From an optimization exercise on the open Yosys and OpenROAD flow, aimed at small area, a short achievable clock period and few clock cycles per item; shortcuts taken in it are not production practice. In this exercise RTL edits were held to simulation tests only and were not proved equivalent to the original.

===== design/flow/design.v =====
module gf_mul (
    input  wire       f10,
    input  wire [9:0] a,
    input  wire [9:0] b,
    output wire [9:0] p
);
    reg [18:0] c;
    integer i;
    always @(*) begin
        c = 19'd0;
        for (i = 0; i < 10; i = i + 1)
            if (b[i]) c = c ^ ({9'd0, a} << i);
    end
    wire [9:0] r10, r8;
    gf_red10 u_r10 (.c(c),        .r(r10));
    gf_red8  u_r8  (.c(c[14:0]),  .r(r8));
    assign p = f10 ? r10 : r8;
endmodule
module gf_sq (
    input  wire       f10,
    input  wire [9:0] x,
    output wire [9:0] y
);
    reg [18:0] c;
    integer i;
    always @(*) begin
        c = 19'd0;
        for (i = 0; i < 10; i = i + 1)
            c[2 * i] = x[i];
    end
    wire [9:0] r10, r8;
    gf_red10 u_r10 (.c(c),        .r(r10));
    gf_red8  u_r8  (.c(c[14:0]),  .r(r8));
    assign y = f10 ? r10 : r8;
endmodule
module gf_red10 (
    input  wire [18:0] c,
    output wire [9:0]  r
);
    reg [18:0] t;
    integer i;
    always @(*) begin
        t = c;
        for (i = 18; i >= 10; i = i - 1)
            if (t[i]) t = t ^ (19'h409 << (i - 10));
    end
    assign r = t[9:0];
endmodule
module gf_red8 (
    input  wire [14:0] c,
    output wire [9:0]  r
);
    reg [14:0] t;
    integer i;
    always @(*) begin
        t = c;
        for (i = 14; i >= 8; i = i - 1)
            if (t[i]) t = t ^ (15'h11B << (i - 8));
    end
    assign r = {2'b00, t[7:0]};
endmodule
module eac_add10 (
    input  wire [9:0] s,
    input  wire [9:0] c,
    output wire [9:0] e
);
    wire [9:0] g0 = s & c;
    wire [9:0] p0 = s ^ c;
    reg [9:0] g [0:4];
    reg [9:0] p [0:4];
    integer i, k;
    always @(*) begin
        g[0] = g0;
        p[0] = p0;
        for (k = 0; k < 4; k = k + 1) begin
            for (i = 0; i < 10; i = i + 1) begin
                if (i >= (1 << k)) begin
                    g[k + 1][i] = g[k][i] | (p[k][i] & g[k][i - (1 << k)]);
                    p[k + 1][i] = p[k][i] & p[k][i - (1 << k)];
                end else begin
                    g[k + 1][i] = g[k][i];
                    p[k + 1][i] = p[k][i];
                end
            end
        end
    end
    wire       gall = g[4][9];
    assign e = s + c + {9'd0, gall};
endmodule
module gf8_exp_lo (
    input  wire [3:0] addr,
    output wire [7:0] data
);
    wire [127:0] tab = 128'h3513F8A196722E1AFF5533110F050301;
    assign data = tab[8 * addr +: 8];
endmodule
module gf8_exp_hi (
    input  wire [3:0] addr,
    output wire [7:0] data
);
    wire [127:0] tab = 128'h391245FC9B9FC3FBFEB5834C53E55F01;
    assign data = tab[8 * addr +: 8];
endmodule
module gf8_log_rom (
    input  wire [7:0] addr,
    output wire [7:0] data
);
  wire new_n17, new_n18, new_n19, new_n20, new_n21, new_n22, new_n23,
    new_n24, new_n25, new_n26, new_n27, new_n28, new_n29, new_n30, new_n31,
    new_n32, new_n33, new_n34, new_n35, new_n36, new_n37, new_n38, new_n39,
    new_n40, new_n41, new_n42, new_n43, new_n44, new_n45, new_n46, new_n47,
    new_n48, new_n49, new_n50, new_n51, new_n52, new_n53, new_n54, new_n55,
    new_n56, new_n57, new_n58, new_n59, new_n60, new_n61, new_n62, new_n63,
    new_n64, new_n65, new_n66, new_n67, new_n68, new_n69, new_n70, new_n71,
    new_n72, new_n73, new_n74, new_n75, new_n76, new_n77, new_n78, new_n79,
    new_n80, new_n81, new_n82, new_n83, new_n84, new_n85, new_n86, new_n87,
    new_n88, new_n89, new_n90, new_n91, new_n92, new_n93, new_n94, new_n95,
    new_n96, new_n97, new_n98, new_n99, new_n100, new_n101, new_n102,
    new_n103, new_n104, new_n105, new_n106, new_n107, new_n108, new_n109,
    new_n110, new_n111, new_n112, new_n113, new_n114, new_n115, new_n116,
    new_n117, new_n118, new_n119, new_n120, new_n121, new_n122, new_n123,
    new_n124, new_n125, new_n126, new_n127, new_n128, new_n129, new_n130,
    new_n131, new_n132, new_n133, new_n134, new_n135, new_n136, new_n137,
    new_n138, new_n139, new_n140, new_n141, new_n142, new_n143, new_n144,
    new_n145, new_n146, new_n147, new_n148, new_n149, new_n150, new_n151,
    new_n152, new_n154, new_n155, new_n156, new_n157, new_n158, new_n159,
    new_n160, new_n161, new_n162, new_n163, new_n164, new_n165, new_n166,
    new_n167, new_n168, new_n169, new_n170, new_n171, new_n172, new_n173,
    new_n174, new_n175, new_n176, new_n177, new_n178, new_n179, new_n180,
    new_n181, new_n182, new_n183, new_n184, new_n185, new_n186, new_n187,
    new_n188, new_n189, new_n190, new_n191, new_n192, new_n193, new_n194,
    new_n195, new_n196, new_n197, new_n198, new_n199, new_n200, new_n201,
    new_n202, new_n203, new_n204, new_n205, new_n206, new_n207, new_n208,
    new_n209, new_n210, new_n211, new_n212, new_n213, new_n214, new_n215,
    new_n216, new_n217, new_n218, new_n219, new_n220, new_n221, new_n222,
    new_n223, new_n224, new_n225, new_n226, new_n227, new_n228, new_n229,
    new_n230, new_n231, new_n232, new_n233, new_n234, new_n235, new_n236,
    new_n237, new_n238, new_n239, new_n240, new_n241, new_n242, new_n243,
    new_n244, new_n245, new_n246, new_n247, new_n248, new_n249, new_n251,
    new_n252, new_n253, new_n254, new_n255, new_n256, new_n257, new_n258,
    new_n259, new_n260, new_n261, new_n262, new_n263, new_n264, new_n265,
    new_n266, new_n267, new_n268, new_n269, new_n270, new_n271, new_n272,
    new_n273, new_n274, new_n275, new_n276, new_n277, new_n278, new_n279,
    new_n280, new_n281, new_n282, new_n283, new_n284, new_n285, new_n286,
    new_n287, new_n288, new_n289, new_n290, new_n291, new_n292, new_n293,
    new_n294, new_n295, new_n296, new_n297, new_n298, new_n299, new_n300,
    new_n301, new_n302, new_n303, new_n304, new_n305, new_n306, new_n307,
    new_n308, new_n309, new_n310, new_n311, new_n312, new_n313, new_n314,
    new_n315, new_n316, new_n317, new_n318, new_n319, new_n320, new_n321,
    new_n322, new_n323, new_n324, new_n325, new_n326, new_n327, new_n328,
    new_n330, new_n331, new_n332, new_n333, new_n334, new_n335, new_n336,
    new_n337, new_n338, new_n339, new_n340, new_n341, new_n342, new_n343,
    new_n344, new_n345, new_n346, new_n347, new_n348, new_n349, new_n350,
    new_n351, new_n352, new_n353, new_n354, new_n355, new_n356, new_n357,
    new_n358, new_n359, new_n360, new_n361, new_n362, new_n363, new_n364,
    new_n365, new_n366, new_n367, new_n368, new_n369, new_n370, new_n371,
    new_n372, new_n373, new_n374, new_n375, new_n376, new_n377, new_n378,
    new_n379, new_n380, new_n381, new_n382, new_n383, new_n384, new_n385,
    new_n386, new_n387, new_n388, new_n389, new_n390, new_n391, new_n392,
    new_n393, new_n395, new_n396, new_n397, new_n398, new_n399, new_n400,
    new_n401, new_n402, new_n403, new_n404, new_n405, new_n406, new_n407,
    new_n408, new_n409, new_n410, new_n411, new_n412, new_n413, new_n414,
    new_n415, new_n416, new_n417, new_n418, new_n419, new_n420, new_n421,
    new_n422, new_n423, new_n424, new_n425, new_n426, new_n427, new_n428,
    new_n429, new_n430, new_n431, new_n432, new_n433, new_n434, new_n435,
    new_n436, new_n437, new_n438, new_n439, new_n440, new_n441, new_n442,
    new_n443, new_n444, new_n445, new_n446, new_n447, new_n448, new_n449,
    new_n450, new_n451, new_n453, new_n454, new_n455, new_n456, new_n457,
    new_n458, new_n459, new_n460, new_n461, new_n462, new_n463, new_n464,
    new_n465, new_n466, new_n467, new_n468, new_n469, new_n470, new_n471,
    new_n472, new_n473, new_n474, new_n475, new_n476, new_n477, new_n478,
    new_n479, new_n480, new_n481, new_n482, new_n483, new_n484, new_n485,
    new_n486, new_n487, new_n488, new_n489, new_n490, new_n491, new_n492,
    new_n493, new_n494, new_n495, new_n496, new_n497, new_n498, new_n499,
    new_n500, new_n501, new_n502, new_n503, new_n504, new_n505, new_n506,
    new_n507, new_n508, new_n509, new_n510, new_n511, new_n512, new_n513,
    new_n514, new_n516, new_n517, new_n518, new_n519, new_n520, new_n521,
    new_n522, new_n523, new_n524, new_n525, new_n526, new_n527, new_n528,
    new_n529, new_n530, new_n531, new_n532, new_n533, new_n534, new_n535,
    new_n536, new_n537, new_n538, new_n539, new_n540, new_n541, new_n542,
    new_n543, new_n544, new_n545, new_n546, new_n547, new_n548, new_n549,
    new_n550, new_n551, new_n552, new_n553, new_n554, new_n555, new_n556,
    new_n557, new_n558, new_n559, new_n560, new_n561, new_n562, new_n563,
    new_n564, new_n565, new_n566, new_n567, new_n568, new_n569, new_n570,
    new_n571, new_n572, new_n573, new_n574, new_n575, new_n576, new_n578,
    new_n579, new_n580, new_n581, new_n582, new_n583, new_n584, new_n585,
    new_n586, new_n587, new_n588, new_n589, new_n590, new_n591, new_n592,
    new_n593, new_n594, new_n595, new_n596, new_n597, new_n598, new_n599,
    new_n600, new_n601, new_n602, new_n603, new_n604, new_n605, new_n606,
    new_n607, new_n608, new_n609, new_n610, new_n611, new_n612, new_n613,
    new_n614, new_n615, new_n616, new_n617, new_n618, new_n619, new_n620,
    new_n621, new_n622, new_n623, new_n624, new_n625, new_n626, new_n627,
    new_n628, new_n629, new_n630, new_n631, new_n632, new_n633, new_n634;
  assign new_n17 = addr[0] & addr[1];
  assign new_n18 = addr[3] & ~new_n17;
  assign new_n19 = ~addr[1] & addr[2];
  assign new_n20 = new_n18 & ~new_n19;
  assign new_n21 = addr[1] & ~addr[2];
  assign new_n22 = new_n20 & ~new_n21;
  assign new_n23 = ~addr[2] & ~addr[3];
  assign new_n24 = addr[1] & new_n23;
  assign new_n25 = ~addr[3] & ~new_n21;
  assign new_n26 = ~addr[0] & ~addr[2];
  assign new_n27 = addr[0] & addr[2];
  assign new_n28 = ~new_n26 & ~new_n27;
  assign new_n29 = new_n25 & new_n28;
  assign new_n30 = ~new_n24 & ~new_n29;
  assign new_n31 = ~addr[0] & ~addr[1];
  assign new_n32 = ~new_n17 & ~new_n31;
  assign new_n33 = ~addr[0] & addr[2];
  assign new_n34 = ~addr[3] & ~new_n33;
  assign new_n35 = ~new_n32 & new_n34;
  assign new_n36 = ~new_n30 & ~new_n35;
  assign new_n37 = addr[4] & ~new_n36;
  assign new_n38 = ~new_n22 & new_n37;
  assign new_n39 = ~addr[2] & ~new_n31;
  assign new_n40 = new_n20 & ~new_n39;
  assign new_n41 = ~new_n18 & new_n39;
  assign new_n42 = ~addr[4] & ~new_n41;
  assign new_n43 = ~new_n40 & new_n42;
  assign new_n44 = ~addr[5] & ~new_n43;
  assign new_n45 = ~new_n38 & new_n44;
  assign new_n46 = ~addr[3] & ~new_n26;
  assign new_n47 = addr[1] & addr[2];
  assign new_n48 = addr[0] & ~addr[1];
  assign new_n49 = ~new_n47 & ~new_n48;
  assign new_n50 = new_n46 & new_n49;
  assign new_n51 = ~addr[4] & ~new_n50;
  assign new_n52 = addr[3] & ~new_n26;
  assign new_n53 = new_n32 & new_n52;
  assign new_n54 = new_n51 & ~new_n53;
  assign new_n55 = addr[2] & addr[3];
  assign new_n56 = addr[1] & new_n55;
  assign new_n57 = addr[4] & ~new_n56;
  assign new_n58 = addr[2] & ~addr[3];
  assign new_n59 = new_n17 & ~new_n58;
  assign new_n60 = ~addr[2] & addr[3];
  assign new_n61 = ~addr[1] & ~new_n60;
  assign new_n62 = ~new_n59 & ~new_n61;
  assign new_n63 = new_n57 & new_n62;
  assign new_n64 = addr[5] & ~new_n63;
  assign new_n65 = ~new_n54 & new_n64;
  assign new_n66 = ~new_n45 & ~new_n65;
  assign new_n67 = ~addr[7] & ~new_n66;
  assign new_n68 = addr[0] & addr[3];
  assign new_n69 = ~new_n21 & new_n68;
  assign new_n70 = addr[4] & ~new_n69;
  assign new_n71 = ~addr[1] & new_n60;
  assign new_n72 = new_n70 & ~new_n71;
  assign new_n73 = addr[0] & ~addr[2];
  assign new_n74 = ~addr[3] & ~new_n47;
  assign new_n75 = ~new_n73 & new_n74;
  assign new_n76 = new_n72 & ~new_n75;
  assign new_n77 = ~addr[4] & ~new_n55;
  assign new_n78 = addr[2] & new_n32;
  assign new_n79 = new_n46 & ~new_n78;
  assign new_n80 = new_n77 & ~new_n79;
  assign new_n81 = addr[5] & ~new_n80;
  assign new_n82 = ~new_n76 & new_n81;
  assign new_n83 = new_n48 & new_n58;
  assign new_n84 = new_n25 & ~new_n83;
  assign new_n85 = addr[4] & ~new_n84;
  assign new_n86 = addr[1] & addr[3];
  assign new_n87 = ~new_n26 & new_n86;
  assign new_n88 = new_n85 & ~new_n87;
  assign new_n89 = ~addr[0] & new_n74;
  assign new_n90 = ~addr[4] & ~new_n89;
  assign new_n91 = ~new_n52 & ~new_n86;
  assign new_n92 = new_n90 & new_n91;
  assign new_n93 = ~addr[5] & ~new_n92;
  assign new_n94 = ~new_n88 & new_n93;
  assign new_n95 = ~new_n82 & ~new_n94;
  assign new_n96 = addr[7] & ~new_n95;
  assign new_n97 = addr[6] & ~new_n96;
  assign new_n98 = ~new_n67 & new_n97;
  assign new_n99 = addr[3] & ~new_n28;
  assign new_n100 = ~addr[0] & addr[1];
  assign new_n101 = addr[3] & new_n100;
  assign new_n102 = ~new_n99 & ~new_n101;
  assign new_n103 = addr[4] & new_n102;
  assign new_n104 = ~new_n29 & new_n103;
  assign new_n105 = addr[3] & new_n28;
  assign new_n106 = ~new_n31 & new_n105;
  assign new_n107 = ~addr[4] & ~new_n86;
  assign new_n108 = ~addr[3] & ~new_n27;
  assign new_n109 = ~addr[0] & new_n47;
  assign new_n110 = new_n32 & ~new_n109;
  assign new_n111 = new_n108 & ~new_n110;
  assign new_n112 = new_n107 & ~new_n111;
  assign new_n113 = ~new_n106 & new_n112;
  assign new_n114 = ~new_n104 & ~new_n113;
  assign new_n115 = addr[5] & ~new_n114;
  assign new_n116 = ~addr[1] & ~addr[2];
  assign new_n117 = ~addr[3] & ~new_n116;
  assign new_n118 = ~new_n27 & ~new_n48;
  assign new_n119 = ~addr[4] & new_n118;
  assign new_n120 = ~new_n117 & new_n119;
  assign new_n121 = ~addr[5] & ~new_n120;
  assign new_n122 = new_n28 & new_n74;
  assign new_n123 = new_n61 & ~new_n68;
  assign new_n124 = ~new_n122 & new_n123;
  assign new_n125 = addr[4] & ~new_n59;
  assign new_n126 = ~new_n124 & new_n125;
  assign new_n127 = new_n121 & ~new_n126;
  assign new_n128 = addr[7] & ~new_n127;
  assign new_n129 = ~new_n115 & new_n128;
  assign new_n130 = ~new_n19 & ~new_n21;
  assign new_n131 = ~addr[0] & new_n130;
  assign new_n132 = addr[3] & new_n118;
  assign new_n133 = ~new_n130 & ~new_n132;
  assign new_n134 = ~new_n131 & ~new_n133;
  assign new_n135 = ~addr[4] & ~new_n134;
  assign new_n136 = addr[4] & ~new_n20;
  assign new_n137 = addr[1] & ~new_n28;
  assign new_n138 = new_n136 & ~new_n137;
  assign new_n139 = addr[5] & ~new_n138;
  assign new_n140 = ~new_n135 & new_n139;
  assign new_n141 = ~addr[4] & ~new_n24;
  assign new_n142 = new_n68 & ~new_n130;
  assign new_n143 = addr[3] & ~new_n142;
  assign new_n144 = new_n141 & ~new_n143;
  assign new_n145 = ~new_n31 & new_n58;
  assign new_n146 = new_n70 & ~new_n145;
  assign new_n147 = ~new_n144 & ~new_n146;
  assign new_n148 = ~addr[5] & ~new_n147;
  assign new_n149 = ~addr[7] & ~new_n148;
  assign new_n150 = ~new_n140 & new_n149;
  assign new_n151 = ~addr[6] & ~new_n150;
  assign new_n152 = ~new_n129 & new_n151;
  assign data[0] = ~new_n98 & ~new_n152;
  assign new_n154 = ~addr[1] & addr[3];
  assign new_n155 = ~addr[4] & ~new_n154;
  assign new_n156 = ~addr[3] & ~new_n83;
  assign new_n157 = ~new_n131 & new_n156;
  assign new_n158 = ~addr[3] & ~new_n157;
  assign new_n159 = new_n155 & ~new_n158;
  assign new_n160 = new_n18 & new_n39;
  assign new_n161 = addr[4] & ~new_n160;
  assign new_n162 = addr[0] & new_n74;
  assign new_n163 = addr[2] & ~new_n17;
  assign new_n164 = ~addr[3] & new_n163;
  assign new_n165 = ~new_n162 & ~new_n164;
  assign new_n166 = new_n161 & new_n165;
  assign new_n167 = ~addr[5] & ~new_n166;
  assign new_n168 = ~new_n159 & new_n167;
  assign new_n169 = addr[3] & ~new_n100;
  assign new_n170 = new_n49 & new_n169;
  assign new_n171 = ~addr[3] & ~new_n49;
  assign new_n172 = ~new_n170 & ~new_n171;
  assign new_n173 = ~addr[4] & ~new_n172;
  assign new_n174 = ~new_n27 & new_n154;
  assign new_n175 = addr[4] & ~new_n174;
  assign new_n176 = ~new_n157 & new_n175;
  assign new_n177 = addr[5] & ~new_n176;
  assign new_n178 = ~new_n173 & new_n177;
  assign new_n179 = ~addr[6] & ~new_n178;
  assign new_n180 = ~new_n168 & new_n179;
  assign new_n181 = ~new_n21 & ~new_n34;
  assign new_n182 = ~new_n52 & new_n181;
  assign new_n183 = ~new_n41 & ~new_n182;
  assign new_n184 = addr[4] & ~new_n183;
  assign new_n185 = ~new_n17 & new_n34;
  assign new_n186 = ~addr[4] & ~new_n185;
  assign new_n187 = new_n18 & ~new_n116;
  assign new_n188 = new_n186 & ~new_n187;
  assign new_n189 = ~addr[5] & ~new_n188;
  assign new_n190 = ~new_n184 & new_n189;
  assign new_n191 = addr[0] & ~addr[3];
  assign new_n192 = ~addr[2] & new_n191;
  assign new_n193 = ~new_n69 & ~new_n192;
  assign new_n194 = ~addr[0] & ~new_n19;
  assign new_n195 = new_n25 & new_n194;
  assign new_n196 = new_n193 & ~new_n195;
  assign new_n197 = addr[4] & ~new_n196;
  assign new_n198 = ~addr[0] & ~new_n116;
  assign new_n199 = ~addr[3] & ~new_n198;
  assign new_n200 = ~addr[4] & ~new_n71;
  assign new_n201 = ~new_n99 & new_n200;
  assign new_n202 = ~new_n199 & new_n201;
  assign new_n203 = ~new_n197 & ~new_n202;
  assign new_n204 = addr[5] & ~new_n203;
  assign new_n205 = addr[6] & ~new_n204;
  assign new_n206 = ~new_n190 & new_n205;
  assign new_n207 = ~new_n180 & ~new_n206;
  assign new_n208 = addr[7] & ~new_n207;
  assign new_n209 = ~new_n41 & new_n57;
  assign new_n210 = ~new_n69 & new_n209;
  assign new_n211 = new_n52 & ~new_n78;
  assign new_n212 = ~new_n116 & new_n191;
  assign new_n213 = ~addr[4] & ~new_n212;
  assign new_n214 = ~new_n211 & new_n213;
  assign new_n215 = ~addr[5] & ~new_n214;
  assign new_n216 = ~new_n210 & new_n215;
  assign new_n217 = ~addr[3] & ~new_n19;
  assign new_n218 = ~addr[0] & ~new_n25;
  assign new_n219 = new_n217 & ~new_n218;
  assign new_n220 = ~new_n164 & ~new_n174;
  assign new_n221 = new_n27 & ~new_n154;
  assign new_n222 = new_n220 & ~new_n221;
  assign new_n223 = ~new_n219 & new_n222;
  assign new_n224 = ~addr[4] & ~new_n223;
  assign new_n225 = ~new_n73 & new_n161;
  assign new_n226 = addr[5] & ~new_n225;
  assign new_n227 = ~new_n224 & new_n226;
  assign new_n228 = ~new_n216 & ~new_n227;
  assign new_n229 = addr[6] & ~new_n228;
  assign new_n230 = new_n32 & new_n34;
  assign new_n231 = new_n103 & ~new_n230;
  assign new_n232 = ~new_n58 & ~new_n60;
  assign new_n233 = addr[1] & ~new_n232;
  assign new_n234 = ~addr[4] & ~new_n233;
  assign new_n235 = ~addr[1] & new_n28;
  assign new_n236 = new_n232 & new_n235;
  assign new_n237 = new_n234 & ~new_n236;
  assign new_n238 = addr[5] & ~new_n237;
  assign new_n239 = ~new_n231 & new_n238;
  assign new_n240 = ~addr[2] & ~addr[4];
  assign new_n241 = ~new_n18 & new_n240;
  assign new_n242 = addr[1] & new_n191;
  assign new_n243 = addr[4] & ~new_n242;
  assign new_n244 = ~addr[5] & ~new_n243;
  assign new_n245 = ~new_n241 & new_n244;
  assign new_n246 = ~addr[6] & ~new_n245;
  assign new_n247 = ~new_n239 & new_n246;
  assign new_n248 = ~new_n229 & ~new_n247;
  assign new_n249 = ~addr[7] & ~new_n248;
  assign data[1] = ~new_n208 & ~new_n249;
  assign new_n251 = ~new_n58 & new_n137;
  assign new_n252 = ~addr[4] & ~new_n162;
  assign new_n253 = ~new_n251 & new_n252;
  assign new_n254 = ~new_n25 & ~new_n198;
  assign new_n255 = addr[4] & ~new_n254;
  assign new_n256 = new_n33 & ~new_n154;
  assign new_n257 = new_n255 & ~new_n256;
  assign new_n258 = ~addr[5] & ~new_n257;
  assign new_n259 = ~new_n253 & new_n258;
  assign new_n260 = ~new_n109 & new_n200;
  assign new_n261 = ~new_n28 & new_n217;
  assign new_n262 = new_n68 & ~new_n116;
  assign new_n263 = addr[5] & ~new_n262;
  assign new_n264 = ~new_n261 & new_n263;
  assign new_n265 = ~new_n260 & new_n264;
  assign new_n266 = ~new_n259 & ~new_n265;
  assign new_n267 = ~addr[6] & ~new_n266;
  assign new_n268 = addr[0] & new_n25;
  assign new_n269 = ~new_n105 & ~new_n268;
  assign new_n270 = addr[4] & ~new_n269;
  assign new_n271 = ~new_n32 & new_n52;
  assign new_n272 = ~new_n195 & new_n200;
  assign new_n273 = ~new_n271 & new_n272;
  assign new_n274 = addr[5] & ~new_n273;
  assign new_n275 = ~new_n270 & new_n274;
  assign new_n276 = ~addr[4] & ~new_n56;
  assign new_n277 = ~new_n122 & new_n276;
  assign new_n278 = ~addr[1] & ~addr[3];
  assign new_n279 = ~new_n48 & ~new_n278;
  assign new_n280 = new_n57 & new_n279;
  assign new_n281 = ~new_n277 & ~new_n280;
  assign new_n282 = ~addr[5] & ~new_n281;
  assign new_n283 = addr[6] & ~new_n282;
  assign new_n284 = ~new_n275 & new_n283;
  assign new_n285 = ~new_n267 & ~new_n284;
  assign new_n286 = addr[7] & ~new_n285;
  assign new_n287 = new_n47 & new_n191;
  assign new_n288 = ~new_n53 & ~new_n287;
  assign new_n289 = ~addr[4] & ~new_n288;
  assign new_n290 = ~addr[5] & ~new_n289;
  assign new_n291 = ~new_n55 & new_n100;
  assign new_n292 = addr[3] & ~new_n194;
  assign new_n293 = ~new_n291 & ~new_n292;
  assign new_n294 = addr[4] & new_n293;
  assign new_n295 = new_n290 & ~new_n294;
  assign new_n296 = ~new_n199 & ~new_n271;
  assign new_n297 = addr[4] & ~new_n296;
  assign new_n298 = new_n25 & ~new_n194;
  assign new_n299 = addr[1] & new_n68;
  assign new_n300 = new_n77 & ~new_n299;
  assign new_n301 = ~new_n298 & new_n300;
  assign new_n302 = addr[5] & ~new_n301;
  assign new_n303 = ~new_n297 & new_n302;
  assign new_n304 = ~new_n295 & ~new_n303;
  assign new_n305 = ~addr[6] & ~new_n304;
  assign new_n306 = ~addr[0] & new_n19;
  assign new_n307 = ~new_n137 & ~new_n306;
  assign new_n308 = ~new_n71 & new_n141;
  assign new_n309 = new_n307 & new_n308;
  assign new_n310 = new_n25 & ~new_n78;
  assign new_n311 = addr[4] & ~new_n261;
  assign new_n312 = addr[3] & new_n19;
  assign new_n313 = new_n311 & ~new_n312;
  assign new_n314 = ~new_n310 & new_n313;
  assign new_n315 = ~new_n309 & ~new_n314;
  assign new_n316 = addr[5] & ~new_n315;
  assign new_n317 = ~new_n83 & ~new_n218;
  assign new_n318 = new_n107 & new_n317;
  assign new_n319 = ~new_n55 & ~new_n132;
  assign new_n320 = addr[1] & new_n46;
  assign new_n321 = addr[4] & ~new_n320;
  assign new_n322 = new_n319 & new_n321;
  assign new_n323 = ~new_n318 & ~new_n322;
  assign new_n324 = ~addr[5] & ~new_n323;
  assign new_n325 = addr[6] & ~new_n324;
  assign new_n326 = ~new_n316 & new_n325;
  assign new_n327 = ~new_n305 & ~new_n326;
  assign new_n328 = ~addr[7] & ~new_n327;
  assign data[2] = ~new_n286 & ~new_n328;
  assign new_n330 = ~new_n19 & new_n132;
  assign new_n331 = ~addr[4] & ~new_n330;
  assign new_n332 = ~new_n142 & new_n331;
  assign new_n333 = ~new_n100 & new_n332;
  assign new_n334 = addr[4] & ~new_n132;
  assign new_n335 = ~new_n187 & new_n334;
  assign new_n336 = ~new_n212 & new_n335;
  assign new_n337 = ~addr[5] & ~new_n336;
  assign new_n338 = ~new_n333 & new_n337;
  assign new_n339 = addr[1] & ~new_n34;
  assign new_n340 = ~new_n73 & ~new_n339;
  assign new_n341 = new_n77 & ~new_n340;
  assign new_n342 = new_n57 & ~new_n230;
  assign new_n343 = addr[5] & ~new_n342;
  assign new_n344 = ~new_n341 & new_n343;
  assign new_n345 = ~addr[6] & ~new_n344;
  assign new_n346 = ~new_n338 & new_n345;
  assign new_n347 = new_n37 & ~new_n142;
  assign new_n348 = ~addr[4] & ~new_n100;
  assign new_n349 = new_n340 & new_n348;
  assign new_n350 = new_n121 & ~new_n349;
  assign new_n351 = ~new_n347 & new_n350;
  assign new_n352 = ~new_n117 & ~new_n142;
  assign new_n353 = new_n348 & ~new_n352;
  assign new_n354 = addr[4] & ~new_n26;
  assign new_n355 = ~new_n25 & new_n354;
  assign new_n356 = addr[5] & ~new_n355;
  assign new_n357 = ~new_n353 & new_n356;
  assign new_n358 = addr[6] & ~new_n357;
  assign new_n359 = ~new_n351 & new_n358;
  assign new_n360 = ~new_n346 & ~new_n359;
  assign new_n361 = ~addr[7] & ~new_n360;
  assign new_n362 = ~new_n145 & new_n332;
  assign new_n363 = new_n28 & new_n217;
  assign new_n364 = ~new_n299 & ~new_n363;
  assign new_n365 = new_n161 & new_n364;
  assign new_n366 = ~addr[5] & ~new_n365;
  assign new_n367 = ~new_n362 & new_n366;
  assign new_n368 = addr[3] & new_n110;
  assign new_n369 = ~addr[4] & ~new_n368;
  assign new_n370 = ~new_n320 & new_n369;
  assign new_n371 = ~new_n52 & ~new_n100;
  assign new_n372 = ~new_n75 & new_n371;
  assign new_n373 = addr[4] & ~new_n291;
  assign new_n374 = ~new_n372 & new_n373;
  assign new_n375 = addr[5] & ~new_n374;
  assign new_n376 = ~new_n370 & new_n375;
  assign new_n377 = ~new_n367 & ~new_n376;
  assign new_n378 = addr[6] & ~new_n377;
  assign new_n379 = ~new_n111 & ~new_n154;
  assign new_n380 = new_n161 & new_n379;
  assign new_n381 = ~new_n20 & ~new_n56;
  assign new_n382 = new_n186 & new_n381;
  assign new_n383 = ~addr[5] & ~new_n382;
  assign new_n384 = ~new_n380 & new_n383;
  assign new_n385 = ~new_n145 & ~new_n368;
  assign new_n386 = addr[4] & ~new_n385;
  assign new_n387 = ~new_n219 & new_n331;
  assign new_n388 = addr[5] & ~new_n387;
  assign new_n389 = ~new_n386 & new_n388;
  assign new_n390 = ~new_n384 & ~new_n389;
  assign new_n391 = ~addr[6] & ~new_n390;
  assign new_n392 = addr[7] & ~new_n391;
  assign new_n393 = ~new_n378 & new_n392;
  assign data[3] = ~new_n361 & ~new_n393;
  assign new_n395 = addr[3] & new_n163;
  assign new_n396 = ~new_n36 & ~new_n395;
  assign new_n397 = new_n90 & ~new_n396;
  assign new_n398 = new_n31 & ~new_n232;
  assign new_n399 = new_n209 & ~new_n398;
  assign new_n400 = ~new_n397 & ~new_n399;
  assign new_n401 = ~addr[5] & ~new_n400;
  assign new_n402 = ~new_n157 & new_n369;
  assign new_n403 = new_n311 & ~new_n330;
  assign new_n404 = addr[5] & ~new_n403;
  assign new_n405 = ~new_n402 & new_n404;
  assign new_n406 = ~new_n401 & ~new_n405;
  assign new_n407 = ~addr[7] & ~new_n406;
  assign new_n408 = new_n23 & ~new_n100;
  assign new_n409 = new_n335 & ~new_n408;
  assign new_n410 = ~new_n130 & ~new_n191;
  assign new_n411 = new_n77 & new_n410;
  assign new_n412 = ~addr[5] & ~new_n411;
  assign new_n413 = ~new_n409 & new_n412;
  assign new_n414 = ~new_n78 & new_n243;
  assign new_n415 = new_n39 & ~new_n68;
  assign new_n416 = new_n155 & ~new_n415;
  assign new_n417 = addr[5] & ~new_n416;
  assign new_n418 = ~new_n414 & new_n417;
  assign new_n419 = addr[7] & ~new_n418;
  assign new_n420 = ~new_n413 & new_n419;
  assign new_n421 = ~new_n407 & ~new_n420;
  assign new_n422 = addr[6] & ~new_n421;
  assign new_n423 = ~new_n50 & ~new_n75;
  assign new_n424 = ~addr[4] & ~new_n271;
  assign new_n425 = new_n423 & new_n424;
  assign new_n426 = addr[4] & ~new_n154;
  assign new_n427 = ~new_n53 & new_n426;
  assign new_n428 = ~new_n425 & ~new_n427;
  assign new_n429 = addr[5] & ~new_n428;
  assign new_n430 = addr[4] & new_n28;
  assign new_n431 = new_n364 & new_n430;
  assign new_n432 = ~addr[4] & new_n198;
  assign new_n433 = ~addr[5] & ~new_n432;
  assign new_n434 = ~new_n431 & new_n433;
  assign new_n435 = ~new_n429 & ~new_n434;
  assign new_n436 = ~addr[7] & ~new_n435;
  assign new_n437 = new_n30 & new_n72;
  assign new_n438 = new_n90 & new_n102;
  assign new_n439 = addr[5] & ~new_n438;
  assign new_n440 = ~new_n437 & new_n439;
  assign new_n441 = ~new_n48 & new_n58;
  assign new_n442 = ~new_n73 & ~new_n441;
  assign new_n443 = new_n155 & ~new_n442;
  assign new_n444 = ~addr[0] & new_n25;
  assign new_n445 = new_n70 & ~new_n444;
  assign new_n446 = ~new_n443 & ~new_n445;
  assign new_n447 = ~addr[5] & ~new_n446;
  assign new_n448 = addr[7] & ~new_n447;
  assign new_n449 = ~new_n440 & new_n448;
  assign new_n450 = ~new_n436 & ~new_n449;
  assign new_n451 = ~addr[6] & ~new_n450;
  assign data[4] = ~new_n422 & ~new_n451;
  assign new_n453 = ~new_n89 & ~new_n287;
  assign new_n454 = ~new_n26 & new_n154;
  assign new_n455 = new_n453 & ~new_n454;
  assign new_n456 = addr[4] & ~new_n455;
  assign new_n457 = new_n348 & new_n410;
  assign new_n458 = ~new_n456 & ~new_n457;
  assign new_n459 = ~addr[5] & ~new_n458;
  assign new_n460 = ~new_n107 & ~new_n234;
  assign new_n461 = new_n61 & ~new_n193;
  assign new_n462 = ~new_n218 & ~new_n461;
  assign new_n463 = ~new_n460 & ~new_n462;
  assign new_n464 = addr[4] & ~new_n235;
  assign new_n465 = ~new_n84 & new_n464;
  assign new_n466 = addr[5] & ~new_n465;
  assign new_n467 = ~new_n463 & new_n466;
  assign new_n468 = ~new_n459 & ~new_n467;
  assign new_n469 = ~addr[7] & ~new_n468;
  assign new_n470 = new_n243 & ~new_n262;
  assign new_n471 = ~addr[4] & ~new_n183;
  assign new_n472 = ~new_n470 & ~new_n471;
  assign new_n473 = ~addr[5] & ~new_n89;
  assign new_n474 = ~new_n472 & new_n473;
  assign new_n475 = ~new_n191 & new_n232;
  assign new_n476 = ~new_n17 & ~new_n475;
  assign new_n477 = ~addr[4] & ~new_n476;
  assign new_n478 = ~new_n35 & new_n70;
  assign new_n479 = addr[5] & ~new_n478;
  assign new_n480 = ~new_n477 & new_n479;
  assign new_n481 = addr[7] & ~new_n480;
  assign new_n482 = ~new_n474 & new_n481;
  assign new_n483 = ~new_n469 & ~new_n482;
  assign new_n484 = ~addr[6] & ~new_n483;
  assign new_n485 = ~addr[2] & ~new_n455;
  assign new_n486 = addr[4] & ~new_n78;
  assign new_n487 = ~new_n485 & new_n486;
  assign new_n488 = new_n107 & new_n220;
  assign new_n489 = addr[5] & ~new_n488;
  assign new_n490 = ~new_n487 & new_n489;
  assign new_n491 = new_n334 & new_n453;
  assign new_n492 = ~new_n298 & new_n319;
  assign new_n493 = new_n107 & ~new_n492;
  assign new_n494 = ~new_n491 & ~new_n493;
  assign new_n495 = ~addr[5] & ~new_n494;
  assign new_n496 = addr[7] & ~new_n495;
  assign new_n497 = ~new_n490 & new_n496;
  assign new_n498 = addr[4] & ~new_n395;
  assign new_n499 = ~new_n86 & ~new_n278;
  assign new_n500 = ~addr[2] & ~new_n499;
  assign new_n501 = new_n498 & ~new_n500;
  assign new_n502 = ~addr[4] & ~new_n278;
  assign new_n503 = ~new_n143 & new_n502;
  assign new_n504 = addr[5] & ~new_n503;
  assign new_n505 = ~new_n501 & new_n504;
  assign new_n506 = ~new_n48 & ~new_n339;
  assign new_n507 = new_n161 & ~new_n506;
  assign new_n508 = new_n51 & ~new_n299;
  assign new_n509 = ~addr[5] & ~new_n508;
  assign new_n510 = ~new_n507 & new_n509;
  assign new_n511 = ~addr[7] & ~new_n510;
  assign new_n512 = ~new_n505 & new_n511;
  assign new_n513 = addr[6] & ~new_n512;
  assign new_n514 = ~new_n497 & new_n513;
  assign data[5] = new_n484 | new_n514;
  assign new_n516 = ~addr[0] & ~new_n278;
  assign new_n517 = addr[4] & ~new_n47;
  assign new_n518 = ~new_n516 & new_n517;
  assign new_n519 = ~new_n299 & ~new_n306;
  assign new_n520 = ~new_n460 & new_n519;
  assign new_n521 = ~new_n518 & ~new_n520;
  assign new_n522 = ~addr[1] & new_n192;
  assign new_n523 = addr[5] & ~new_n522;
  assign new_n524 = ~new_n521 & new_n523;
  assign new_n525 = new_n136 & ~new_n157;
  assign new_n526 = ~new_n17 & new_n52;
  assign new_n527 = ~new_n108 & ~new_n526;
  assign new_n528 = ~addr[4] & ~new_n19;
  assign new_n529 = ~new_n46 & new_n528;
  assign new_n530 = ~new_n527 & new_n529;
  assign new_n531 = ~addr[5] & ~new_n530;
  assign new_n532 = ~new_n525 & new_n531;
  assign new_n533 = ~addr[6] & ~new_n532;
  assign new_n534 = ~new_n524 & new_n533;
  assign new_n535 = ~new_n36 & ~new_n142;
  assign new_n536 = ~addr[4] & ~new_n535;
  assign new_n537 = addr[5] & ~new_n527;
  assign new_n538 = ~new_n536 & new_n537;
  assign new_n539 = new_n193 & new_n317;
  assign new_n540 = new_n498 & ~new_n539;
  assign new_n541 = new_n107 & ~new_n441;
  assign new_n542 = ~addr[5] & ~new_n541;
  assign new_n543 = ~new_n540 & new_n542;
  assign new_n544 = addr[6] & ~new_n543;
  assign new_n545 = ~new_n538 & new_n544;
  assign new_n546 = ~new_n534 & ~new_n545;
  assign new_n547 = addr[7] & ~new_n546;
  assign new_n548 = addr[3] & new_n307;
  assign new_n549 = ~addr[4] & ~new_n287;
  assign new_n550 = ~new_n548 & new_n549;
  assign new_n551 = ~new_n169 & new_n311;
  assign new_n552 = ~addr[5] & ~new_n551;
  assign new_n553 = ~new_n550 & new_n552;
  assign new_n554 = addr[4] & ~new_n195;
  assign new_n555 = ~new_n106 & new_n554;
  assign new_n556 = ~new_n68 & new_n200;
  assign new_n557 = ~new_n310 & new_n556;
  assign new_n558 = addr[5] & ~new_n557;
  assign new_n559 = ~new_n555 & new_n558;
  assign new_n560 = ~addr[6] & ~new_n559;
  assign new_n561 = ~new_n553 & new_n560;
  assign new_n562 = ~new_n78 & new_n293;
  assign new_n563 = new_n276 & ~new_n562;
  assign new_n564 = ~new_n163 & new_n255;
  assign new_n565 = ~new_n563 & ~new_n564;
  assign new_n566 = ~addr[5] & ~new_n565;
  assign new_n567 = addr[4] & new_n423;
  assign new_n568 = ~addr[4] & ~new_n99;
  assign new_n569 = ~new_n164 & new_n568;
  assign new_n570 = ~new_n567 & ~new_n569;
  assign new_n571 = addr[5] & ~new_n101;
  assign new_n572 = ~new_n570 & new_n571;
  assign new_n573 = addr[6] & ~new_n572;
  assign new_n574 = ~new_n566 & new_n573;
  assign new_n575 = ~new_n561 & ~new_n574;
  assign new_n576 = ~addr[7] & ~new_n575;
  assign data[6] = ~new_n547 & ~new_n576;
  assign new_n578 = new_n141 & ~new_n287;
  assign new_n579 = new_n102 & new_n578;
  assign new_n580 = ~new_n21 & new_n373;
  assign new_n581 = ~new_n410 & new_n580;
  assign new_n582 = addr[5] & ~new_n581;
  assign new_n583 = ~new_n579 & new_n582;
  assign new_n584 = ~new_n31 & new_n442;
  assign new_n585 = addr[4] & ~new_n584;
  assign new_n586 = ~addr[4] & new_n163;
  assign new_n587 = ~new_n171 & new_n586;
  assign new_n588 = ~addr[5] & ~new_n587;
  assign new_n589 = ~new_n585 & new_n588;
  assign new_n590 = ~new_n583 & ~new_n589;
  assign new_n591 = addr[6] & ~new_n590;
  assign new_n592 = addr[3] & ~new_n307;
  assign new_n593 = new_n85 & ~new_n592;
  assign new_n594 = new_n218 & new_n499;
  assign new_n595 = ~addr[4] & ~new_n221;
  assign new_n596 = ~new_n594 & new_n595;
  assign new_n597 = addr[5] & ~new_n596;
  assign new_n598 = ~new_n593 & new_n597;
  assign new_n599 = addr[0] & ~new_n74;
  assign new_n600 = new_n464 & ~new_n599;
  assign new_n601 = ~addr[4] & new_n372;
  assign new_n602 = ~addr[5] & ~new_n601;
  assign new_n603 = ~new_n600 & new_n602;
  assign new_n604 = ~new_n598 & ~new_n603;
  assign new_n605 = ~addr[6] & ~new_n604;
  assign new_n606 = addr[7] & ~new_n605;
  assign new_n607 = ~new_n591 & new_n606;
  assign new_n608 = ~new_n86 & new_n194;
  assign new_n609 = addr[0] & new_n55;
  assign new_n610 = ~new_n23 & ~new_n609;
  assign new_n611 = ~new_n608 & new_n610;
  assign new_n612 = addr[4] & ~new_n611;
  assign new_n613 = ~new_n19 & ~new_n609;
  assign new_n614 = new_n51 & new_n613;
  assign new_n615 = addr[5] & ~new_n614;
  assign new_n616 = ~new_n612 & new_n615;
  assign new_n617 = ~new_n330 & new_n347;
  assign new_n618 = new_n181 & new_n348;
  assign new_n619 = ~addr[5] & ~new_n618;
  assign new_n620 = ~new_n617 & new_n619;
  assign new_n621 = ~new_n616 & ~new_n620;
  assign new_n622 = addr[6] & ~new_n621;
  assign new_n623 = ~new_n516 & ~new_n527;
  assign new_n624 = new_n136 & ~new_n623;
  assign new_n625 = new_n290 & ~new_n624;
  assign new_n626 = new_n70 & ~new_n100;
  assign new_n627 = ~new_n192 & new_n528;
  assign new_n628 = ~new_n160 & new_n627;
  assign new_n629 = ~new_n626 & ~new_n628;
  assign new_n630 = addr[5] & ~new_n629;
  assign new_n631 = ~addr[6] & ~new_n630;
  assign new_n632 = ~new_n625 & new_n631;
  assign new_n633 = ~addr[7] & ~new_n632;
  assign new_n634 = ~new_n622 & new_n633;
  assign data[7] = ~new_n607 & ~new_n634;
endmodule
module gf_alu (
    input  wire        clk,
    input  wire        rst,
    input  wire        start,
    input  wire [7:0]  op,
    input  wire [31:0] a,
    input  wire [31:0] b,
    output wire        ready,
    output reg         done,
    output wire [31:0] result,
    output reg         err,
    output wire [7:0]  errcode
);
    localparam [2:0] C_ADD  = 3'd0;    
    localparam [2:0] C_MUL  = 3'd1;    
    localparam [2:0] C_POW  = 3'd2;    
    localparam [2:0] C_LOOP = 3'd3;    
    localparam [2:0] C_ERRZ = 3'd4;    
    localparam [2:0] C_ILL  = 3'd5;    
    localparam [2:0] C_EXP  = 3'd6;    
    reg        errz;
    reg  [9:0] res;
    assign result  = {22'd0, res};
    assign errcode = {3'b000, err, 3'b000, errz};
    reg        v1;          
    reg  [2:0] cls;
    reg        f10;         
    reg  [9:0] p, q;        
    reg  [9:0] s;           
    reg  [9:0] c;           
    reg  [9:0] x;           
    reg  [1:0] cnt;         
    wire last    = (cls != C_POW) && !((cls == C_LOOP) && (cnt != 2'd0));
    assign ready = ~v1 | last;
    wire accept  = start & ready;
    wire       fin = op[5];                     
    wire [9:0] am  = {a[9:8] & {2{fin}}, a[7:0]};
    wire [9:0] bm  = {b[9:8] & {2{fin}}, b[7:0]};
    wire       a8z  = (a[7:0] == 8'd0);
    wire       a10z = a8z & (a[9:8] == 2'd0);
    wire [9:0] a2;
    gf_sq u_sqa (.f10(fin), .x(am), .y(a2));
    wire [7:0] log_a;
    gf8_log_rom u_log (.addr(a[7:0]), .data(log_a));
    wire [9:0] u10 = b[9:0], v10 = b[19:10], w10 = b[29:20], z10 = {8'd0, b[31:30]};
    wire [9:0] s10a = u10 ^ v10 ^ w10;
    wire [9:0] k10a = (u10 & v10) | (u10 & w10) | (v10 & w10);
    wire [9:0] c10a = {k10a[8:0], k10a[9]};
    wire [9:0] s10  = s10a ^ c10a ^ z10;
    wire [9:0] k10b = (s10a & c10a) | (s10a & z10) | (c10a & z10);
    wire [9:0] c10  = {k10b[8:0], k10b[9]};
    wire [7:0] u8 = b[7:0], v8 = b[15:8], w8 = b[23:16], z8 = b[31:24];
    wire [7:0] s8a = u8 ^ v8 ^ w8;
    wire [7:0] k8a = (u8 & v8) | (u8 & w8) | (v8 & w8);
    wire [7:0] c8a = {k8a[6:0], k8a[7]};
    wire [7:0] s8  = s8a ^ c8a ^ z8;
    wire [7:0] k8b = (s8a & c8a) | (s8a & z8) | (c8a & z8);
    wire [7:0] c8  = {k8b[6:0], k8b[7]};
    reg [2:0] cls_in;
    reg [9:0] p_in, q_in, s_in, c_in;
    always @(*) begin
        p_in = am;
        q_in = bm;
        s_in = fin ? s10 : {s8, 2'b11};      
        c_in = fin ? c10 : {c8, 2'b00};
        case (op)
            8'h10, 8'h20: begin cls_in = C_ADD; p_in = am ^ bm; end
            8'h11, 8'h21: cls_in = C_MUL;
            8'h14: cls_in = C_EXP;
            8'h15: begin
                cls_in = a8z ? C_ERRZ : C_ADD;
                p_in   = {2'b00, log_a};
            end
            8'h12: begin
                cls_in = a8z ? C_ERRZ : C_EXP;
                p_in   = {2'b00, ~log_a};
            end
            8'h13, 8'h23: begin cls_in = C_POW; q_in = a2; end
            8'h22: begin
                cls_in = a10z ? C_ERRZ : C_POW;
                q_in   = a2;
                s_in   = 10'd1022;
                c_in   = 10'd0;
            end
            default: cls_in = C_ILL;
        endcase
    end
    wire       loop = (cls == C_LOOP);
    wire [9:0] p2, p4, x2;
    gf_sq u_sq1 (.f10(f10), .x(p),  .y(p2));
    gf_sq u_sq2 (.f10(f10), .x(p2), .y(p4));
    gf_sq u_sqx (.f10(f10), .x(x),  .y(x2));
    wire       texp = (cls == C_EXP);
    wire [7:0] exp_lo, exp_hi;
    gf8_exp_lo u_lo (.addr(p[3:0]), .data(exp_lo));
    gf8_exp_hi u_hi (.addr(p[7:4]), .data(exp_hi));
    wire [9:0] ma = loop ? p4 : texp ? {2'b00, exp_lo} : p;
    wire [9:0] mb = texp ? {2'b00, exp_hi} : q;
    wire [9:0] mp;
    gf_mul u_mul (.f10(f10), .a(ma), .b(mb), .p(mp));
    wire [9:0] e;
    eac_add10 u_eac (.s(s), .c(c), .e(e));
    reg [9:0] p_first, q_first;
    always @(*) begin
        case (e[9:8])
            2'd0:    p_first = 10'd1;
            2'd1:    p_first = p;
            2'd2:    p_first = q;
            default: p_first = mp;
        endcase
        case (e[7:6])
            2'd0:    q_first = 10'd1;
            2'd1:    q_first = p;
            2'd2:    q_first = q;
            default: q_first = mp;
        endcase
    end
    reg [9:0] q_loop;
    always @(*) begin
        case (s[9:8])
            2'd0:    q_loop = 10'd1;
            2'd1:    q_loop = x;
            2'd2:    q_loop = x2;
            default: q_loop = c;
        endcase
    end
    always @(posedge clk) begin
        err  <= (cls == C_ERRZ) || (cls == C_ILL);
        errz <= (cls == C_ERRZ);
        case (cls)
            C_ADD:                  res <= p;
            C_ERRZ, C_ILL:          res <= 10'd0;
            default:                res <= mp;
        endcase
    end
    always @(posedge clk) begin
        if (rst) begin
            v1   <= 1'b0;
            done <= 1'b0;
        end else begin
            done <= 1'b0;
            if (v1) begin
                if (last) begin
                    v1   <= 1'b0;
                    done <= 1'b1;
                end
                case (cls)
                    C_POW: begin
                        x   <= p;
                        c   <= mp;
                        p   <= p_first;
                        q   <= q_first;
                        s   <= {e[5:0], 4'd0};
                        cnt <= f10 ? 2'd3 : 2'd2;
                        cls <= C_LOOP;
                    end
                    C_LOOP: begin
                        p   <= mp;
                        q   <= q_loop;
                        s   <= {s[7:0], 2'b00};
                        cnt <= cnt - 2'd1;
                    end
                    default: ;
                endcase
            end
            if (accept) begin
                v1  <= 1'b1;
                cls <= cls_in;
                f10 <= fin;
                p   <= p_in;
                q   <= q_in;
                s   <= s_in;
                c   <= c_in;
            end
        end
    end
endmodule

===== design/flow/run.sh =====
#!/bin/bash
# synth_recipe.tcl (not shown) runs the flow's synth.tcl, then flattens the netlist and writes it again
# the make line also repeats each setting of config.mk as NAME=value (left out here)
make -C /OpenROAD-flow-scripts/flow DESIGN_CONFIG=/design/flow/config.mk WORK_HOME=/design/flow/orfs CLKGATE_MAP_FILE= SYNTH_SCRIPT=/design/flow/synth_recipe.tcl finish

===== design/flow/config.mk =====
export PLATFORM = sky130hd
export DESIGN_NAME = gf_alu
export DESIGN_NICKNAME = gf_alu
export VERILOG_FILES = /design/flow/design.v
export SDC_FILE = /design/flow/constraint.sdc
export NUM_CORES = 4
export LEC_CHECK = 0
export CAP_MARGIN = 20
export CORE_MARGIN = 2
export CORE_UTILIZATION = 30
export SETUP_SLACK_MARGIN = 2.4
export SLEW_MARGIN = 20

===== design/flow/constraint.sdc =====
create_clock -name core_clock -period 7.0 [get_ports {clk}]
set_input_delay 1.4000 -clock core_clock [delete_from_list [all_inputs] [get_ports {clk}]]
set_output_delay 1.4000 -clock core_clock [all_outputs]
set_load 0.01 [all_outputs]

==> results_dict.tcl, run 1 <==
set metrics [dict create \
    synth_ff_type "edfxtp_1" \
    slew_violations 0 \
    syn-mean-instance-area_um2 7.62 \
    outcome "no timing/DRC/antenna violations" \
    endpoint "p[0]" \
    cts_tree "built" \
    fin_area_mm2 0.0133 \
    async_flop_share_pct 0 \
    synth_most_common_cell "nor2_1" \
    syn_to_final_growth_pct 18.0 \
    dp.final_hpwl_um 30500 \
    placed_cell_area_mm2 0.0120 \
    setup_viol 0 \
    wl_per_cell_um 21.7 \
    port_buffers 67 \
    start_kind "input pin" \
    ant_nets 0 \
    grt_max_degree 68 \
    pre_cts_ws_ps 1580 \
    skew_ps 10.7 \
    rr_startpoint "p[6]" \
    final_nets 1670 \
    io_pins 118 \
    cp.arrival_ps 4590 \
    cp-startpoint "a[2]" \
    synthCells 1480 \
    maxCapViolations 0 \
    rsz0062_at_grt "false" \
    clk_pin_slew_ps 60 \
    cts.sinks 70 \
    final_layout_size_suffix_gt1_share_pct 13.2 \
    final_core_util_pct 35.7 \
    clk_latency_ps 350 \
    vias 11600 \
    finalHoldViolCount 0 \
    critPathRequiredTime_ps 7110 \
    yosysWarnings 8 \
    drt-initial-drc-count 1378 \
    die_y_um 198 \
    syn-cell-area_mm2 0.0113 \
    cts_root_buffer "clkbuf_16" \
    vias_per_cell 5.80 \
    rrSetupSlack_ps 2580 \
    htreeDepth 3 \
    setup.worst_path.end_class "flip-flop" \
    fin_crit_ps 4490 \
    grt_pass1_vias 10800 \
    dieArea_mm2 0.0392 \
    num_rows 71 \
    fmax_mhz 223 \
    ctsLongestPathBuffers 2 \
    hp-class "flip-flop to flip-flop" \
    worst-setup-path-type "input pin to flip-flop" \
    gp_congestion 0.989 \
    grt_overflow 0 \
    fin_crit_sh_pct 64.1 \
    antenna_found_initial 2 \
    drc 0 \
    synth_edf_count 56 \
    setup_tns_ps 0 \
    netlist.area_leader.share_pct 14.9 \
    ys_top_cells_by_area "edfxtp_1, xnor2_1, nor2_1, fa_1, ha_1" \
    cts_buffers 9 \
    coreArea_mm2 0.0373 \
    yosys.cell_types.count 93 \
    reg2reg_to "q[3]" \
    fin_ws_ps 2510 \
    start_util_pct 30.2 \
    ys_ff_latch 70 \
    synthTopCellsByCount "nor2_1, nand2_1, a21oi_1" \
    cp_max_fo 19 \
    synth-seq-area-share_pct 17.4 \
    first_pass_iters 6 \
    relSlewSlack_pct 31.9 \
    yosys.area.top_type "edfxtp_1" \
    grt_pass1_wl_um 65100 \
    die_w_um 198 \
    routed_wirelength_um 43400 \
    worstMarginPinSlew_ps 996 \
    grt_usage_pct 21.6 \
    rr_worst_depth 15 \
]
## logic make-up (layout without fill, tap and decap cells)
group	Yosys count	in the layout	share of synthesized area, %
simple gates	475	475	18.8
xor+xnor	152	152	14.9
buf+inv	221	236	9.04
other cells	1	30	0.0332
mux	35	35	3.68
fa+ha+maj	78	78	10.7
compound gates	448	448	25.5
flops	70	70	17.4
## sequential cells by signal, indices dropped and copies added (netlist names)
| signal | cells |
|---|---|
| c | 10 |
| err | 1 |
| s | 10 |
| p | 10 |
| cnt | 2 |
| res | 10 |
| done | 1 |
| f10 | 1 |
| errz | 1 |
| q | 10 |
| x | 10 |
| cls | 3 |
| v1 | 1 |
## through the flow
stage / instances / hold slack (ps)
after floorplan: 1507 / 421
after global placement: 1920 / 485
after detailed placement: 1920 / 488
after CTS: 1966 / 503
after global routing: 1996 / 515
final: 1998 / 506
## final cells by class
cell class                      instances  area, um^2
Clock inverter                          6        68.8
Antenna cell                            2        5.00
Fill cell                            3861       24000
Multi-Input combinational cell       1216        8830
Inverter                               71         277
Timing Repair Buffer                  149        1320
Tap cell                              474         593
Clock buffer                           10         239
Sequential cell                        70        1960
## worst min path at each step
stage                     from  endpoint  slack (ps)  cells after the start
after floorplan           p[2]      x[2]         420                      0
after global placement      v1      done         490                      1
after detailed placement    v1      done         490                      1
after CTS                   v1      done         500                      1
after global routing        v1      done         520                      1
final                       v1      done         510                      1
## what timing repair did
| item | in CTS | in global routing |
|---|---|---|
| hold buffers | 0 | 0 |
| resized for setup | 36 | 58 |
| gates cloned | 1 | 0 |
| setup endpoints to repair | 56 | 51 |
| pin swaps | 7 | 12 |
| buffers inserted | 29 | 30 |
## critical path, cell delays in order
cell             delay (ps)
clkdlybuf4s50_1         490
buf_8                   220
clkinvlp_4              180
buf_4                   170
ha_4                    200
nor2_1                  130
nand2_1                 140
nand2_1                 130
o21ai_0                 150
o211ai_1                130
o21ai_0                 120
o21ai_0                 180
nor2_1                   80
a21oi_2                 180
a21oi_1                 120
mux2i_1                 200
a311oi_2                270
o21ai_2                  70
## layout by cell type, fill, tap and decap left out, types with 11 or more instances in the layout
master,instances
dfxtp_1,14
o21ai_1,20
o22ai_1,18
edfxtp_1,56
xnor3_1,12
nand3_1,37
nand2_1,138
a22oi_1,11
inv_1,64
a211oi_1,21
conb_1,28
o211ai_1,19
nand2b_1,13
a221oi_1,15
mux2i_1,27
fa_1,29
o31ai_1,11
a31oi_1,32
ha_1,33
xor2_1,29
nor3_1,25
nor2_1,184
clkdlybuf4s50_1,63
buf_4,74
a21oi_1,105
o21ai_0,99
nor2b_1,16
xnor2_1,86
## per-layer routing
layer  up-vias  wire length (um)  global-route usage (%)
li1       5290                 -                       -
met1      5521             18100                    29.1
met2       630             19700                    34.0
met3       140              3420                    2.81
met4         0              2180                    11.0
met5         -                 0                       0
Testbench counts, summed over its fixed seeds: cycles 4,818, items 3,200.
==> run 2, diff against run 1 <==
--- a/design/flow/config.mk
+++ b/design/flow/config.mk
@@ -12 +12,2 @@
 export SLEW_MARGIN = 20
+export TNS_END_PERCENT = 0
==> results_dict.tcl, run 2 <==
set metrics [dict create \
    synth_ff_type "edfxtp_1" \
    synth_edf_count 56 \
    maxCapViolations 0 \
    final_cell_mix "nor2_1, nand2_1, a21oi_1, o21ai_0, xnor2_1" \
    whs_path_depth 1 \
    synthCells 1480 \
    top_usage_layer "met2" \
    grtUsageMet3_pct 2.78 \
    cp_max_fo 19 \
    multi_input_area_mm2 0.00875 \
    routed_wirelength_um 43400 \
    syn_to_final_growth_pct 16.9 \
    dp.final_hpwl_um 30500 \
    clk_latency_ps 350 \
    syn-cell-area_mm2 0.0113 \
    vias 11600 \
    timing.critical_path.mode_cell "nor3_1" \
    cts_buffers 9 \
    final_nets 1667 \
    grt_overflow 0 \
    fmax_mhz 222 \
    wl_per_cell_um 21.8 \
    setup_tns_ps 0 \
    relSlewSlack_pct 32.0 \
    drc 0 \
    grt_pass1_vias 10700 \
    cts.sinks 70 \
    port_buffers 67 \
    yosysWarnings 8 \
    die_y_um 198 \
    worstMarginPinSlew_ps 995 \
    yosys.area.top_type "edfxtp_1" \
    placed_cell_area_mm2 0.0120 \
    start_util_pct 30.2 \
    syn-mean-instance-area_um2 7.62 \
    htreeDepth 3 \
    ctsLongestPathBuffers 2 \
    grt_util_met2_pct 34.1 \
    layout_commonest_cell "nor2_1" \
    slew_violations 0 \
    worst-path-stages 16 \
    critPathRequiredTime_ps 7100 \
    hp-class "flip-flop to flip-flop" \
    synth_most_common_cell "nor2_1" \
    skew_ps 9.91 \
    cts_hold_buf 0 \
    cp.arrival_ps 4600 \
    fill_cells 3880 \
    coreArea_mm2 0.0373 \
    cts_tree "built" \
    dieArea_mm2 0.0392 \
    start_kind "input pin" \
    grt_usage_pct 21.5 \
    netlist.area_leader.share_pct 14.9 \
    ys_ff_latch 70 \
    finalHoldViolCount 0 \
    first_pass_iters 6 \
    vias_per_cell 5.81 \
    grt_max_degree 68 \
    die_w_um 198 \
    outcome "no timing/DRC/antenna violations" \
    regArea_mm2 0.00196 \
    final_layout_size_suffix_gt1_share_pct 12.3 \
    ant_nets 0 \
    crit_path_max_incr_delay_ps 490 \
    yosys.cell_types.count 93 \
    synthTopCellsByCount "nor2_1, nand2_1, a21oi_1" \
    drt-initial-drc-count 1339 \
    setup.worst_path.end_class "flip-flop" \
    cts_root_buffer "clkbuf_16" \
    setup_viol 0 \
    clk_pin_slew_ps 60 \
    path_cells "clkdlybuf4s50_1 -> buf_8 -> clkinvlp_4 -> buf_4 -> buf_4 -> ha_1 -> nor3_1 -> or3_1 -> nor2_1 -> a311oi_1 -> a211oi_1 -> nor3_1 -> a31o_2 -> mux2i_1 -> nor3_1 -> a31oi_1" \
    io_pins 118 \
    async_flop_share_pct 0 \
    worstPathBufferInverterCount 5 \
    ys_top_cells_by_area "edfxtp_1, xnor2_1, nor2_1, fa_1, ha_1" \
    rr_worst_depth 14 \
    worst-setup-path-type "input pin to flip-flop" \
    antenna_found_initial 2 \
    crit_family "buffers and inverters" \
    rsz0062_at_grt "true" \
    fin_area_mm2 0.0132 \
    fin_crit_ps 4500 \
    num_rows 71 \
    synth-seq-area-share_pct 17.4 \
    grt_pass1_wl_um 64800 \
    use_met1_pct 28.9 \
    gp_congestion 0.989 \
    rrSetupSlack_ps 2560 \
    fin_crit_sh_pct 64.3 \
    cp_slowest_cell "clkdlybuf4s50_1" \
]
[run 2: cell counts after synthesis]
No cell type changed its count.
[run 2: area by class of cell]
cell class / count / area share, %
clock inverters: 6 / 0.522
multi-input cells: 1216 / 66.4
clock buffers: 10 / 1.81
diodes: 1 / 0.0190
inverters: 71 / 2.10
repair buffers: 146 / 9.81
well taps: 474 / 4.50
flip-flops and latches: 70 / 14.9
[run 2: kinds of logic (layout without fill, tap and decap cells)]
family | count (synthesis) | count (layout) | share of synthesized area (%)
other cells | 1 | 29 | 0.0332
xor+xnor | 152 | 152 | 14.9
buf+inv | 221 | 233 | 9.04
flops | 70 | 70 | 17.4
simple gates | 475 | 475 | 18.8
fa+ha+maj | 78 | 78 | 10.7
mux | 35 | 35 | 3.68
compound gates | 448 | 448 | 25.5
[run 2: stage by stage]
stage               setup slack (ps)  hold slack (ps)  instances  utilization (%)
floorplan                       2500              421       1507                -
global placement                1570              485       1920             32.3
detailed placement              1580              488       1920             32.3
CTS                             2320              503       1961             34.0
global route                    2380              515       1993             35.3
finish                          2500              505       1994             35.3
[run 2: final timing paths]
| check | start | endpoint |
|---|---|---|
| min reg2reg | v1 | done |
| max reg2reg | p[6] | res[5] |
| min | v1 | done |
| max | a[2] | p[7] |
[run 2: metal layers]
| metal | routed length (um) | vias to the layer above |
|---|---|---|
| met5 | 13 | - |
| met4 | 2070 | 2 |
| met3 | 3500 | 132 |
| met2 | 19800 | 650 |
| met1 | 18000 | 5541 |
| li1 | - | 5269 |
[run 2: repair_timing]
| action | 4_1_cts | 5_1_grt |
|---|---|---|
| cloned | 0 | 1 |
| endpoints found under the setup margin | 56 | 55 |
| pin swaps | 7 | 9 |
| gates resized for setup | 22 | 60 |
| setup buffers | 25 | 31 |
[run 2: worst reg2reg max path, stage by stage (launching register included)]
cell	delay (ps)
edfxtp_1	390
buf_8	190
ha_4	340
xor3_1	420
mux2i_2	220
o221ai_4	190
nor2_1	160
xnor3_1	320
xnor3_1	400
xnor3_1	380
xor2_1	280
o21ai_1	110
xnor2_1	590
a22oi_1	130
o21ai_1	220
==> run 3, diff against run 2 <==
--- a/design/flow/config.mk
+++ b/design/flow/config.mk
@@ -10,3 +10,3 @@
 export CORE_UTILIZATION = 30
-export SETUP_SLACK_MARGIN = 2.4
+export SETUP_SLACK_MARGIN = 2.8
 export SLEW_MARGIN = 20
==> results_dict.tcl, run 3 <==
set metrics [dict create \
    outcome "no timing/DRC/antenna violations" \
    drc 0 \
    cp_max_fo 27 \
    clk_latency_ps 350 \
    rr_worst_depth 23 \
    gp_congestion 0.999 \
    cp_slowest_cell "clkdlybuf4s50_1" \
    yosysWarnings 8 \
    io_pins 118 \
    fill_cells 3871 \
    diodes 0 \
    vias 11900 \
    finalHoldViolCount 0 \
    first_pass_iters 7 \
    whs_path_depth 1 \
    synth-seq-area-share_pct 17.4 \
    reg2reg_to "p[8]" \
    grt_max_degree 55 \
    clk_pin_slew_ps 70 \
    yosys.area.top_type "edfxtp_1" \
    die_w_um 198 \
    start_util_pct 30.2 \
    routed_wirelength_um 45400 \
    synthTopCellsByCount "nor2_1, nand2_1, a21oi_1" \
    grt_usage_pct 22.8 \
    cts.sinks 70 \
    worst-setup-path-type "input pin to flip-flop" \
    fin_crit_sh_pct 63.9 \
    die_y_um 198 \
    drt-initial-drc-count 1692 \
    syn-mean-instance-area_um2 7.62 \
    layout_commonest_cell "nor2_1" \
    fin_crit_ps 4470 \
    hp-class "flip-flop to flip-flop" \
    ys_top_cells_by_area "edfxtp_1, xnor2_1, nor2_1, fa_1, ha_1" \
    crit_family "buffers and inverters" \
    ctsLongestPathBuffers 2 \
    start_kind "input pin" \
    rrSetupSlack_ps 2620 \
    syn_to_final_growth_pct 19.2 \
    synth_most_common_cell "nor2_1" \
    htreeDepth 3 \
    syn-cell-area_mm2 0.0113 \
    synthCells 1480 \
    cts_root_buffer "clkbuf_16" \
    grt_overflow 0 \
    final_layout_size_suffix_gt1_share_pct 14.3 \
    synth_ff_type "edfxtp_1" \
    crit_path_max_incr_delay_ps 560 \
    vias_per_cell 5.94 \
    grt_pass1_vias 11300 \
    setup_viol 0 \
    dieArea_mm2 0.0392 \
    timing.critical_path.mode_cell "a21oi_1" \
    final_cell_mix "nor2_1, nand2_1, a21oi_1, o21ai_0, xnor2_1" \
    setup_tns_ps 0 \
    pre_cts_ws_ps 1380 \
    path_cells "clkdlybuf4s50_1 -> buf_8 -> ha_2 -> nor2b_1 -> a21oi_1 -> o21ai_0 -> a21oi_1 -> mux4_2 -> mux2i_1 -> nor3_1 -> a21oi_1" \
    wl_per_cell_um 22.6 \
    cts_tree "built" \
    fmax_mhz 224 \
    skew_ps 8.93 \
    min_to "done" \
    final_nets 1681 \
    yosys.cell_types.count 93 \
    antenna_found_initial 1 \
    holdCritStartpoint "v1" \
    maxCapViolations 0 \
    setup.worst_path.end_class "flip-flop" \
    cts_buffers 9 \
    port_buffers 67 \
    synth_edf_count 56 \
    ys_ff_latch 70 \
    slew_violations 0 \
    rr_startpoint "s[3]" \
    fin_ws_ps 2530 \
    worstPathBufferInverterCount 2 \
    rsz0062_at_grt "true" \
    async_flop_share_pct 0 \
    num_rows 71 \
    ant_nets 0 \
    netlist.area_leader.share_pct 14.9 \
    coreArea_mm2 0.0373 \
    relSlewSlack_pct 28.1 \
    worstMarginPinSlew_ps 1080 \
    dp.final_hpwl_um 31500 \
    critPathRequiredTime_ps 7090 \
    grt_pass1_wl_um 68700 \
    cp.arrival_ps 4560 \
    cts_hold_buf 0 \
]
run 3: cell count changes in the layout (fill, tap and decap cells not counted), moves of 4 or more:
| cell | delta |
|---|---|
| xnor2_2 | +4 |
| ha_1 | -6 |
| buf_4 | +12 |
| a21oi_2 | +6 |
| a21oi_1 | -5 |
| ha_4 | +4 |
run 3: worst max path at each step:
| stage | start | end | cells past startpoint |
|---|---|---|---|
| after floorplan | c[3] | p[0] | 23 |
| after CTS | c[4] | q[5] | 18 |
| after detailed placement | a[0] | p[3] | 12 |
| after global placement | a[0] | p[3] | 12 |
| after global routing | p[4] | q[2] | 15 |
| final | a[1] | p[2] | 11 |
run 3: cells by family (layout without fill, tap and decap cells):
kind of cell	Yosys count	in the layout	synth area share, %
other	1	28	0.0332
buffers and inverters	221	247	9.04
AOI/OAI and AO/OA	448	448	25.5
DFF	70	70	17.4
and+or+nand+nor	475	475	18.8
adders and majority gates	78	78	10.7
xor gates and xnor gates	152	152	14.9
muxes	35	35	3.68
run 3: repair_timing:
| item | CTS | global route |
|---|---|---|
| setup endpoints to repair | 60 | 55 |
| pin swaps | 20 | 23 |
| gates resized for setup | 78 | 28 |
| setup buffers | 60 | 8 |
| hold endpoints to repair | 0 | 0 |
| cloned | 1 | 1 |
run 3: area by class of cell:
type / count / area [um^2] / area share (%)
clock inverters: 7 / 72.6 / 0.540
clock buffers: 9 / 225 / 1.68
multi-input cells: 1216 / 8850 / 65.9
flip-flops and latches: 70 / 1960 / 14.6
well taps: 474 / 593 / 4.41
inverters: 71 / 279 / 2.08
repair buffers: 160 / 1450 / 10.8
run 3: routing by layer:
metal	share of wire, %	wire length (um)	up-vias	global-route usage, %
li1	-	-	5299	-
met1	41	18500	5719	30.3
met2	45	20500	751	36.3
met3	8.7	3950	157	3.19
met4	5.2	2340	2	11.4
met5	0.024	11	-	0
run 3: per-stage QoR:
stage / area (um^2) / instances / utilization [%] / hold slack [ps]
after floorplan: 11400 / 1507 / - / 421
after global placement: 12100 / 1920 / 32.3 / 498
after detailed placement: 12100 / 1920 / 32.3 / 494
after CTS: 13200 / 1997 / 35.4 / 502
after global routing: 13400 / 2007 / 36.0 / 517
final: 13400 / 2007 / 36.0 / 511

==> re-timing with driven ports <==
In the flow no input, the clock included, has a driving cell. The finished layouts below were timed again as built, in two steps. Step 1, drivers: a clkbuf_16 drives clk and a buf_2 each remaining input, both assumed. Step 2 also shifts input and output timing later by t, the mid clock arrival at the registers, as if the neighbouring blocks saw the same clock. Slacks: ideal / step 1 / step 2; pairs: ideal / step 1.
| run | t (ns) | setup slack, ns | worst setup path at the end | latest minus earliest clock arrival (ns) | pins driven straight from the clock port |
|---|---|---|---|---|---|
| run 1 | 0.393 | 2.513 / 2.537 / 2.144 | input to register | 0.011 / 0.011 | 1 |
| run 2 | 0.392 | 2.497 / 2.520 / 2.128 | input to register | 0.011 / 0.010 | 1 |
| run 3 | 0.389 | 2.529 / 2.548 / 2.160 | input to register | 0.009 / 0.009 | 1 |
After both steps setup and hold are still met in every run listed.
